From an optimization exercise on the open Yosys and OpenROAD flow, aimed at a short achievable clock period and few clock cycles; shortcuts taken in it are not production practice. In this exercise RTL edits were held to simulation tests only and were not proved equivalent to the original. No activity file was given, so power comes from the tool's default toggle rates.

==> run D: inputs <==
// ad57xx_ctrl
module ad57xx_ctrl (
    input  wire        clk,
    input  wire        rst,            
    input  wire        cfg_dual,       
    input  wire        cfg_readback,   
    input  wire        req_valid,
    output wire        req_ready,
    input  wire [3:0]  req_op,
    input  wire [1:0]  req_kind,
    input  wire [2:0]  req_sel,
    input  wire [2:0]  req_tag,
    input  wire [15:0] req_val,
    input  wire [2:0]  req_ch,
    input  wire        req_on,
    input  wire [15:0] req_value,
    input  wire [3:0]  req_cfg,
    input  wire [2:0]  req_range,
    input  wire [15:0] req_raw,
    output reg         rsp_valid,
    output reg  [1:0]  rsp_result,
    output reg  [2:0]  rsp_tag,
    output reg  [23:0] rsp_data,
    output reg  [7:0]  rsp_terr,
    output wire        tx_valid,
    output wire        tx_xfer,
    output wire [23:0] tx_frame,
    input  wire        tx_done,
    input  wire        tx_err,
    input  wire [7:0]  tx_ecode,
    input  wire [23:0] tx_rx
);
    localparam [3:0] OP_ENCODE    = 4'h0;
    localparam [3:0] OP_WRITE     = 4'h1;
    localparam [3:0] OP_READ      = 4'h2;
    localparam [3:0] OP_SET_POWER = 4'h3;
    localparam [3:0] OP_SET_DAC   = 4'h4;
    localparam [3:0] OP_SET_CFG   = 4'h5;
    localparam [3:0] OP_GET_CFG   = 4'h6;
    localparam [3:0] OP_SET_RANGE = 4'h7;
    localparam [3:0] OP_CLEAR     = 4'h8;
    localparam [3:0] OP_LOAD      = 4'h9;
    localparam [3:0] OP_DESTROY   = 4'hA;
    localparam [3:0] OP_DECODE    = 4'hB;
    localparam [2:0] TAG_NONE  = 3'd0;
    localparam [2:0] TAG_DAC   = 3'd1;
    localparam [2:0] TAG_RANGE = 3'd2;
    localparam [2:0] TAG_PWR   = 3'd3;
    localparam [2:0] TAG_CTL   = 3'd4;
    localparam [1:0] K_DAC   = 2'd0;
    localparam [1:0] K_RANGE = 2'd1;
    localparam [1:0] K_PWR   = 2'd2;
    localparam [1:0] K_CTL   = 2'd3;
    localparam [2:0] FN_NOP     = 3'b000;
    localparam [2:0] FN_CONFIG  = 3'b001;
    localparam [2:0] FN_CLEAR   = 3'b100;
  ...
Settings: LEC_CHECK=0, ABC_CLOCK_PERIOD_IN_PS=1500, CAP_MARGIN=20, CORE_MARGIN=2, CORE_UTILIZATION=40, PLACE_DENSITY=0.6, SETUP_SLACK_MARGIN=4.0, SLEW_MARGIN=20; clock period 6.0 ns.
standard.sh (not shown) runs the stock make flow with config.mk's settings and CLKGATE_MAP_FILE= SYNTH_SCRIPT=/design/flow/synth_recipe.tcl, a recipe that flattens the netlist after the stock synthesis.
==> flow/flow/run.sh <==
#!/bin/bash
# Layout flow: the standard layout (standard.sh: ORFS synthesis through
# finish, unchanged scripts and settings), with one difference: the slow
# stacked-PMOS cells (4-input OR/NOR and the 2111 AOI/OAI cells) are added
# to the platform's don't-use list, so that neither ABC nor the resizer
# places them on the request-decode paths.  Registers are untouched: the
# don't-use list only names combinational cells.
set -euo pipefail
here=$(cd "$(dirname "${BASH_SOURCE[0]}")" && pwd)
du="$(tr '\n' ' ' < "$here/dont_use_platform.txt") $(tr '\n' ' ' < "$here/dont_use_slow.txt")"
bash standard.sh "DONT_USE_CELLS=$du" finish > standard_flow.log 2>&1
test -f out/final.def
==> flow/flow/dont_use_slow.txt <==
sky130_fd_sc_hd__or4_1
sky130_fd_sc_hd__or4_2
sky130_fd_sc_hd__or4_4
sky130_fd_sc_hd__or4b_1
sky130_fd_sc_hd__or4b_2
sky130_fd_sc_hd__or4b_4
sky130_fd_sc_hd__or4bb_1
sky130_fd_sc_hd__or4bb_2
sky130_fd_sc_hd__or4bb_4
sky130_fd_sc_hd__nor4_1
sky130_fd_sc_hd__nor4_2
sky130_fd_sc_hd__nor4_4
sky130_fd_sc_hd__nor4b_1
sky130_fd_sc_hd__nor4b_2
sky130_fd_sc_hd__nor4b_4
sky130_fd_sc_hd__nor4bb_1
sky130_fd_sc_hd__nor4bb_2
sky130_fd_sc_hd__nor4bb_4
sky130_fd_sc_hd__a2111o_1
sky130_fd_sc_hd__a2111o_2
sky130_fd_sc_hd__a2111o_4
sky130_fd_sc_hd__a2111oi_0
sky130_fd_sc_hd__a2111oi_1
sky130_fd_sc_hd__a2111oi_2
sky130_fd_sc_hd__a2111oi_4
sky130_fd_sc_hd__o2111a_1
sky130_fd_sc_hd__o2111a_2
sky130_fd_sc_hd__o2111a_4
sky130_fd_sc_hd__o2111ai_1
sky130_fd_sc_hd__o2111ai_2
sky130_fd_sc_hd__o2111ai_4
Other scripts of this flow, unchanged in this note and not shown: flow/flow/dont_use_platform.txt
==> inputs of run C, as changes to run D <==
--- a/flow/design.v
+++ b/flow/design.v
@@ -110,17 +110,16 @@
         p_on    <= req_on;
         p_value <= req_value;
         p_cfg   <= req_cfg;
         p_range <= req_range;
         p_raw   <= req_raw;
         p_dual  <= cfg_dual;
         p_rb    <= cfg_readback;
     end
-    wire accept = req_valid && rdy;
     wire op_enc = (p_op == OP_ENCODE);
     wire op_wr  = (p_op == OP_WRITE);
     wire op_rd  = (p_op == OP_READ);
     wire op_sp  = (p_op == OP_SET_POWER);
     wire op_sd  = (p_op == OP_SET_DAC);
     wire op_sc  = (p_op == OP_SET_CFG);
     wire op_gc  = (p_op == OP_GET_CFG);
     wire op_sr  = (p_op == OP_SET_RANGE);
@@ -236,16 +235,24 @@
     wire xk_ctl   = req_kind[1] && req_kind[0];
     wire x_fn_cfg = (req_sel == FN_CONFIG);
     wire x_cmd_ok = (!req_kind[1] && x_sel_legal) || xk_pwr || (xk_ctl && !req_sel[1]);
     wire x_inval = ((xo_sp || xo_sd) && !x_ch_legal) ||
                    (xo_sr && (!x_ch_legal || (req_range[2] && req_range[1]))) ||
                    (xo_rd && !x_cmd_ok);
     wire x_gcfg0 = xo_gc && !p_rb;               
     wire x_start = !x_inval && !x_gcfg0;
+    wire x_rngbad = req_range[2] && req_range[1];
+    wire x_notx = !o[3] && (o[2] ? (o[1] ? (o[0] ? (!x_ch_legal || x_rngbad) : !p_rb)
+                                         : (!o[0] && !x_ch_legal))
+                                 : (o[1] && (o[0] ? !x_ch_legal : !x_cmd_ok)));
+    wire x_go   = o[3] ? (!o[2] && !o[1])
+                       : (o[2] ? (o[1] ? (o[0] ? (x_ch_legal && !x_rngbad) : p_rb)
+                                       : (o[0] || x_ch_legal))
+                               : (o[1] && (o[0] ? x_ch_legal : x_cmd_ok)));
     wire [1:0]  x_result = {1'b0, x_inval};
     wire [2:0]  x_tag    = {x_gcfg0, 2'b00};
     wire [23:0] x_data   = {20'd0, cfg_shadow & {4{x_gcfg0}}};
     wire [3:0]  x_mask;
     assign x_mask[0] = !req_ch[2] ? (req_ch[1:0] == 2'd0) : !req_ch[1] && !req_ch[0];
     assign x_mask[1] = !req_ch[2] ? (req_ch[1:0] == 2'd1) : !req_ch[1] && !req_ch[0] && !p_dual;
     assign x_mask[2] = !req_ch[2] ? (req_ch[1:0] == 2'd2) : !req_ch[1] && !req_ch[0];
     assign x_mask[3] = !req_ch[2] ? (req_ch[1:0] == 2'd3) : !req_ch[1] && !req_ch[0] && !p_dual;
@@ -259,32 +266,34 @@
     assign x_frame[23]    = xo_rd || (xo_sp && p_rb) || xo_gc;
     assign x_frame[22:21] = 2'b00;
     assign x_frame[20]    = xo_rd ? req_kind[1] : !(xo_sd || xo_sr);
     assign x_frame[19]    = xo_rd ? req_kind[0] : !(xo_sd || xo_sp);
     assign x_frame[18]    = (xo_rd && !xk_pwr && req_sel[2]) || ((xo_sd || xo_sr) && req_ch[2]) || o[3];
     assign x_frame[17]    = (xo_rd && !xk_pwr && req_sel[1]) || ((xo_sd || xo_sr) && req_ch[1]);
     assign x_frame[16]    = (xo_rd && !xk_pwr && req_sel[0]) || ((xo_sd || xo_sr) && req_ch[0]) ||
                             xo_sc || xo_gc || xo_ld;
-    assign x_frame[15:4]  = ({12{xo_sd}} & req_value[15:4]) | ({12{x_spw0}} & pwr_shadow[15:4]);
-    assign x_frame[3]     = (xo_sd && req_value[3]) || (x_spw0 && x_pwr[3]) || (xo_sc && req_cfg[3]);
-    assign x_frame[2:0]   = ({3{xo_sd}} & req_value[2:0]) | ({3{x_spw0}} & x_pwr[2:0]) |
-                            ({3{xo_sc}} & req_cfg[2:0]) | ({3{xo_sr}} & req_range);
+    wire x_hi = o[2] && !o[1];                   
+    wire x_sp = o[1] && o[0] && !o[2] && !p_rb;  
+    assign x_frame[15:4]  = x_hi ? (req_value[15:4] & {12{!o[0]}})
+                                 : (pwr_shadow[15:4] & {12{x_sp}});
+    assign x_frame[3]     = x_hi ? (o[0] ? req_cfg[3] : req_value[3])
+                                 : (x_sp && x_pwr[3]);
+    assign x_frame[2:0]   = o[2] ? (o[1] ? (req_range & {3{o[0]}})
+                                         : (o[0] ? req_cfg[2:0] : req_value[2:0]))
+                                 : (x_pwr[2:0] & {3{x_sp}});
     wire x_last = !xo_rd && !(xo_sp && p_rb) && !(xo_gc && p_rb);
     wire x_spw  = xo_sp;
     wire x_wcfg = xo_sc;
     wire x_wpwr = x_spw0;
     wire x_gcfg = xo_gc;
     wire x_rng  = xo_rd && !req_kind[1] && req_kind[0];
     wire x_cfg  = xo_gc || (xk_ctl && x_fn_cfg);
     wire x_err  = xo_rd && xk_ctl && !x_fn_cfg;
-    wire        usep    = pf || pend;
-    wire        go      = usep ? (accept || pend) : (accept && x_simple);
-    wire        f_ref   = usep ? refuse : released;
-    wire        f_start = usep ? start : x_start;
+    wire        usep    = pf || pend;    
     wire [1:0]  f_result = usep ? a_result : x_result;
     wire [2:0]  f_tag    = usep ? a_tag : x_tag;
     wire [23:0] f_data   = usep ? a_data : x_data;
     wire [23:0] f_frame  = usep ? a_frame : x_frame;
     wire        f_last   = usep ? a_last : x_last;
     wire        f_spw    = usep ? a_spw : x_spw;
     wire        f_wcfg   = usep ? a_wcfg : x_wcfg;
     wire        f_wpwr   = usep ? a_wpwr : x_wpwr;
@@ -300,48 +309,77 @@
     wire [15:0] rx       = tx_rx[15:0];
     wire [15:0] rx_new   = on_q ? (rx | {12'd0, mask_q}) : (rx & ~{12'd0, mask_q});
     wire        rd_fin   = xfer_q && !spw_q;      
     wire        rx_bad   = dm_rng_q && rx[2] && rx[1];
     wire [15:0] rx_dec   = {({12{!dm_rng_q && !dm_cfg_q}} & rx[15:4]) | {12{rx_bad}},
                             (!dm_rng_q && rx[3]) || rx_bad,
                             rx[2:0] | {3{rx_bad}}};
     wire [23:0] next_frame = frame_q[23] ? XCHG_FRAME : {8'h10, rx_new};
+    wire        t_hold = busy && !tx_done;
+    wire        t_next = busy && tx_done;
+    wire        t_p    = !busy && usep;
+    wire        t_x    = !busy && !usep;
+    wire        t_xr   = t_x && !released;
+    wire        t_vd   = o[2] && !o[1] && !o[0];                   
+    wire        t_sp   = !o[2] && o[1] && o[0] && !p_rb;           
+    wire [23:0] txf_d, frm_d;
+    assign txf_d[23:16] = ({8{t_hold}} & frame_q[23:16]) | ({8{t_next}} & next_frame[23:16]) |
+                          ({8{t_p}} & a_frame[23:16]) | ({8{t_xr}} & x_frame[23:16]);
+    assign txf_d[15:4]  = ({12{t_hold}} & frame_q[15:4]) | ({12{t_next}} & next_frame[15:4]) |
+                          ({12{t_p}} & a_frame[15:4]) |
+                          ({12{t_xr && t_vd}} & req_value[15:4]) |
+                          ({12{t_xr && t_sp}} & pwr_shadow[15:4]);
+    assign txf_d[3:0]   = ({4{t_hold}} & frame_q[3:0]) | ({4{t_next}} & next_frame[3:0]) |
+                          ({4{t_p}} & a_frame[3:0]) | ({4{t_xr}} & x_frame[3:0]);
+    assign frm_d[23:16] = ({8{t_hold}} & txf[23:16]) | ({8{t_next}} & next_frame[23:16]) |
+                          ({8{t_p}} & a_frame[23:16]) | ({8{t_x}} & x_frame[23:16]);
+    assign frm_d[15:4]  = ({12{t_hold}} & txf[15:4]) | ({12{t_next}} & next_frame[15:4]) |
+                          ({12{t_p}} & a_frame[15:4]) |
+                          ({12{t_x && t_vd}} & req_value[15:4]) |
+                          ({12{t_x && t_sp}} & pwr_shadow[15:4]);
+    assign frm_d[3:0]   = ({4{t_hold}} & txf[3:0]) | ({4{t_next}} & next_frame[3:0]) |
+                          ({4{t_p}} & a_frame[3:0]) | ({4{t_x}} & x_frame[3:0]);
     always @(posedge clk) begin
-        if (!busy) begin
+        txf     <= txf_d;
+        frame_q <= frm_d;
+        if (!busy)
             txx <= 1'b0;
-            txf <= go ? f_frame : 24'd0;
-        end else if (tx_done) begin
+        else if (tx_done)
             txx <= frame_q[23];
-            txf <= next_frame;
-        end else begin
+        else
             txx <= xfer_q;
-            txf <= frame_q;
-        end
     end
     always @(posedge clk) begin
         if (rst) begin
             idle       <= 1'b1;
             txv        <= 1'b0;
             rdy        <= 1'b1;
             pend       <= 1'b0;
             pf         <= 1'b0;
             released   <= 1'b0;
             cfg_shadow <= 4'b0100;
             pwr_shadow <= 16'h0000;
             rsp_valid  <= 1'b0;
-        end else if (!busy) begin
-            rsp_valid <= go && !f_ref && !f_start;
-            idle      <= !(go && !f_ref && f_start);
-            txv       <= go && !f_ref && f_start;
-            pend      <= accept && !pf && !x_simple;
-            pf        <= req_valid && !accept;
-            rdy       <= !(go && !f_ref && f_start) && !(accept && !pf && !x_simple);
-            if (usep && (accept || pend) && !refuse && op_dy)
+        end else if (!busy && usep) begin
+            rsp_valid <= (pend || req_valid) && !refuse && answer;
+            idle      <= !((pend || req_valid) && !refuse && start);
+            txv       <= (pend || req_valid) && !refuse && start;
+            pend      <= 1'b0;
+            pf        <= pend && req_valid;
+            rdy       <= !((pend || req_valid) && !refuse && start);
+            if ((pend || req_valid) && !refuse && op_dy)
                 released <= 1'b1;
+        end else if (!busy) begin
+            rsp_valid <= req_valid && !released && x_notx;
+            idle      <= !(req_valid && !released && x_go);
+            txv       <= req_valid && !released && x_go;
+            pend      <= req_valid && !x_simple;
+            pf        <= 1'b0;
+            rdy       <= !(req_valid && (!x_simple || (!released && x_go)));
         end else begin
             rsp_valid <= fin;
             idle      <= fin;
             txv       <= !fin;
             pend      <= 1'b0;
             pf        <= req_valid;
             rdy       <= fin;
             if (ok_done && (wcfg_q || (gcfg_q && xfer_q)))
@@ -352,17 +390,16 @@
     end
     always @(posedge clk) begin
         if (!busy) begin
             rsp_result <= f_result;
             rsp_tag    <= f_tag;
             rsp_data   <= f_data;
             rsp_terr   <= 8'd0;
             xfer_q     <= 1'b0;
-            frame_q    <= f_frame;
             last_q     <= f_last;
             spw_q      <= f_spw;
             wcfg_q     <= f_wcfg;
             wpwr_q     <= f_wpwr;
             gcfg_q     <= f_gcfg;
             on_q       <= f_on;
             mask_q     <= f_mask;
             dm_rng_q   <= f_rng;
@@ -371,17 +408,16 @@
             dm_kind_q  <= f_dkind;
         end else begin
             rsp_result <= tx_err ? R_TXERR : (rd_fin && dm_err_q) ? R_RDERR : R_OK;
             rsp_tag    <= (tx_err || !rd_fin || dm_err_q) ? TAG_NONE :
                           dm_cfg_q ? TAG_CTL : ({1'b0, dm_kind_q} + 3'd1);
             rsp_data   <= (!tx_err && rd_fin && !dm_err_q) ? {8'd0, rx_dec} : 24'd0;
             rsp_terr   <= tx_err ? tx_ecode : 8'd0;
             if (tx_done) begin
-                frame_q <= next_frame;
                 if (frame_q[23]) begin
                     xfer_q  <= 1'b1;
                     last_q  <= !spw_q;
                 end else begin
                     xfer_q  <= 1'b0;
                     last_q  <= 1'b1;
                     wpwr_q  <= 1'b1;
                 end
==> flow/flow/run.sh (replaced) <==
#!/bin/bash
# Layout flow: the standard layout (standard.sh: ORFS synthesis through
# finish, unchanged scripts and settings), with one difference: the slow
# stacked-PMOS cells (3- and 4-input OR/NOR, and the AOI/OAI cells with three
# or four inputs in series) are added
# to the platform's don't-use list, so that neither ABC nor the resizer
# places them on the request-decode paths.  Registers are untouched: the
# don't-use list only names combinational cells.
set -euo pipefail
here=$(cd "$(dirname "${BASH_SOURCE[0]}")" && pwd)
du="$(tr '\n' ' ' < "$here/dont_use_platform.txt") $(tr '\n' ' ' < "$here/dont_use_slow.txt")"
bash standard.sh "DONT_USE_CELLS=$du" finish > standard_flow.log 2>&1
test -f out/final.def
--- a/flow/flow/dont_use_slow.txt
+++ b/flow/flow/dont_use_slow.txt
@@ -24,8 +24,45 @@
 sky130_fd_sc_hd__a2111oi_2
 sky130_fd_sc_hd__a2111oi_4
 sky130_fd_sc_hd__o2111a_1
 sky130_fd_sc_hd__o2111a_2
 sky130_fd_sc_hd__o2111a_4
 sky130_fd_sc_hd__o2111ai_1
 sky130_fd_sc_hd__o2111ai_2
 sky130_fd_sc_hd__o2111ai_4
+sky130_fd_sc_hd__or3_1
+sky130_fd_sc_hd__or3_2
+sky130_fd_sc_hd__or3_4
+sky130_fd_sc_hd__or3b_1
+sky130_fd_sc_hd__or3b_2
+sky130_fd_sc_hd__or3b_4
+sky130_fd_sc_hd__nor3_1
+sky130_fd_sc_hd__nor3_2
+sky130_fd_sc_hd__nor3_4
+sky130_fd_sc_hd__nor3b_1
+sky130_fd_sc_hd__nor3b_2
+sky130_fd_sc_hd__nor3b_4
+sky130_fd_sc_hd__o41a_1
+sky130_fd_sc_hd__o41a_2
+sky130_fd_sc_hd__o41a_4
+sky130_fd_sc_hd__o41ai_1
+sky130_fd_sc_hd__o41ai_2
+sky130_fd_sc_hd__o41ai_4
+sky130_fd_sc_hd__o311a_1
+sky130_fd_sc_hd__o311a_2
+sky130_fd_sc_hd__o311a_4
+sky130_fd_sc_hd__o311ai_0
+sky130_fd_sc_hd__o311ai_1
+sky130_fd_sc_hd__o311ai_2
+sky130_fd_sc_hd__o311ai_4
+sky130_fd_sc_hd__o31a_1
+sky130_fd_sc_hd__o31a_2
+sky130_fd_sc_hd__o31a_4
+sky130_fd_sc_hd__o31ai_1
+sky130_fd_sc_hd__o31ai_2
+sky130_fd_sc_hd__o31ai_4
+sky130_fd_sc_hd__o32a_1
+sky130_fd_sc_hd__o32a_2
+sky130_fd_sc_hd__o32a_4
+sky130_fd_sc_hd__o32ai_1
+sky130_fd_sc_hd__o32ai_2
+sky130_fd_sc_hd__o32ai_4
==> notes <==
- Run D completed without violations. Run C completed without violations.
- Against run C, the final cell count of run D is lower by about 4%.
- In run D the critical path depth is higher than in run C, by 6.
- Sequential power is about the same in run D and run C.
- Between run C and run D, the lower hold slack is in run C (gap 0.035 ns).
- Combinational power: run C is smaller than run D (21%).
- In clock skew, run C and run D hardly differ.
- Of run D and run C, run C has the higher count of clock-buffer cells in the layout (gap 1).
- In run C the final area is higher than in run D, by about 1.6%.
Testbench counts of run D, summed over its fixed seeds: cycles 64,223.
Testbench counts of run C, summed over its fixed seeds: cycles 64,223.

-- static timing again, ports no longer ideal --
Ports are ideal in the flow. The routed layouts listed here were re-timed in OpenROAD.
Step 1: set_driving_cell puts a clkbuf_16 on clk and a buf_2 on each other input, an assumption about the parent block.
Step 2 moves the port delays by t, midway between the first and last clock arrival at a register: inputs arrive t later, outputs are due t later. That takes back most of the time a late clock gives input paths.
Slacks: ideal / step 1 / step 2; pairs: ideal / step 1.
run | shift t [ns] | setup slack, ns | worst data-port slew with drivers (ns) | cell pins on the clock port's net
run D | 0.481 | 3.674 / 3.691 / 3.210 | 0.15 | 1
run C | 0.473 | 3.891 / 3.826 / 3.353 | 0.19 | 1
After both steps every run listed still meets setup and hold. For run C, which loses most, drivers alone change the setup slack by -0.065 ns; drivers and shift together by -0.538 ns.
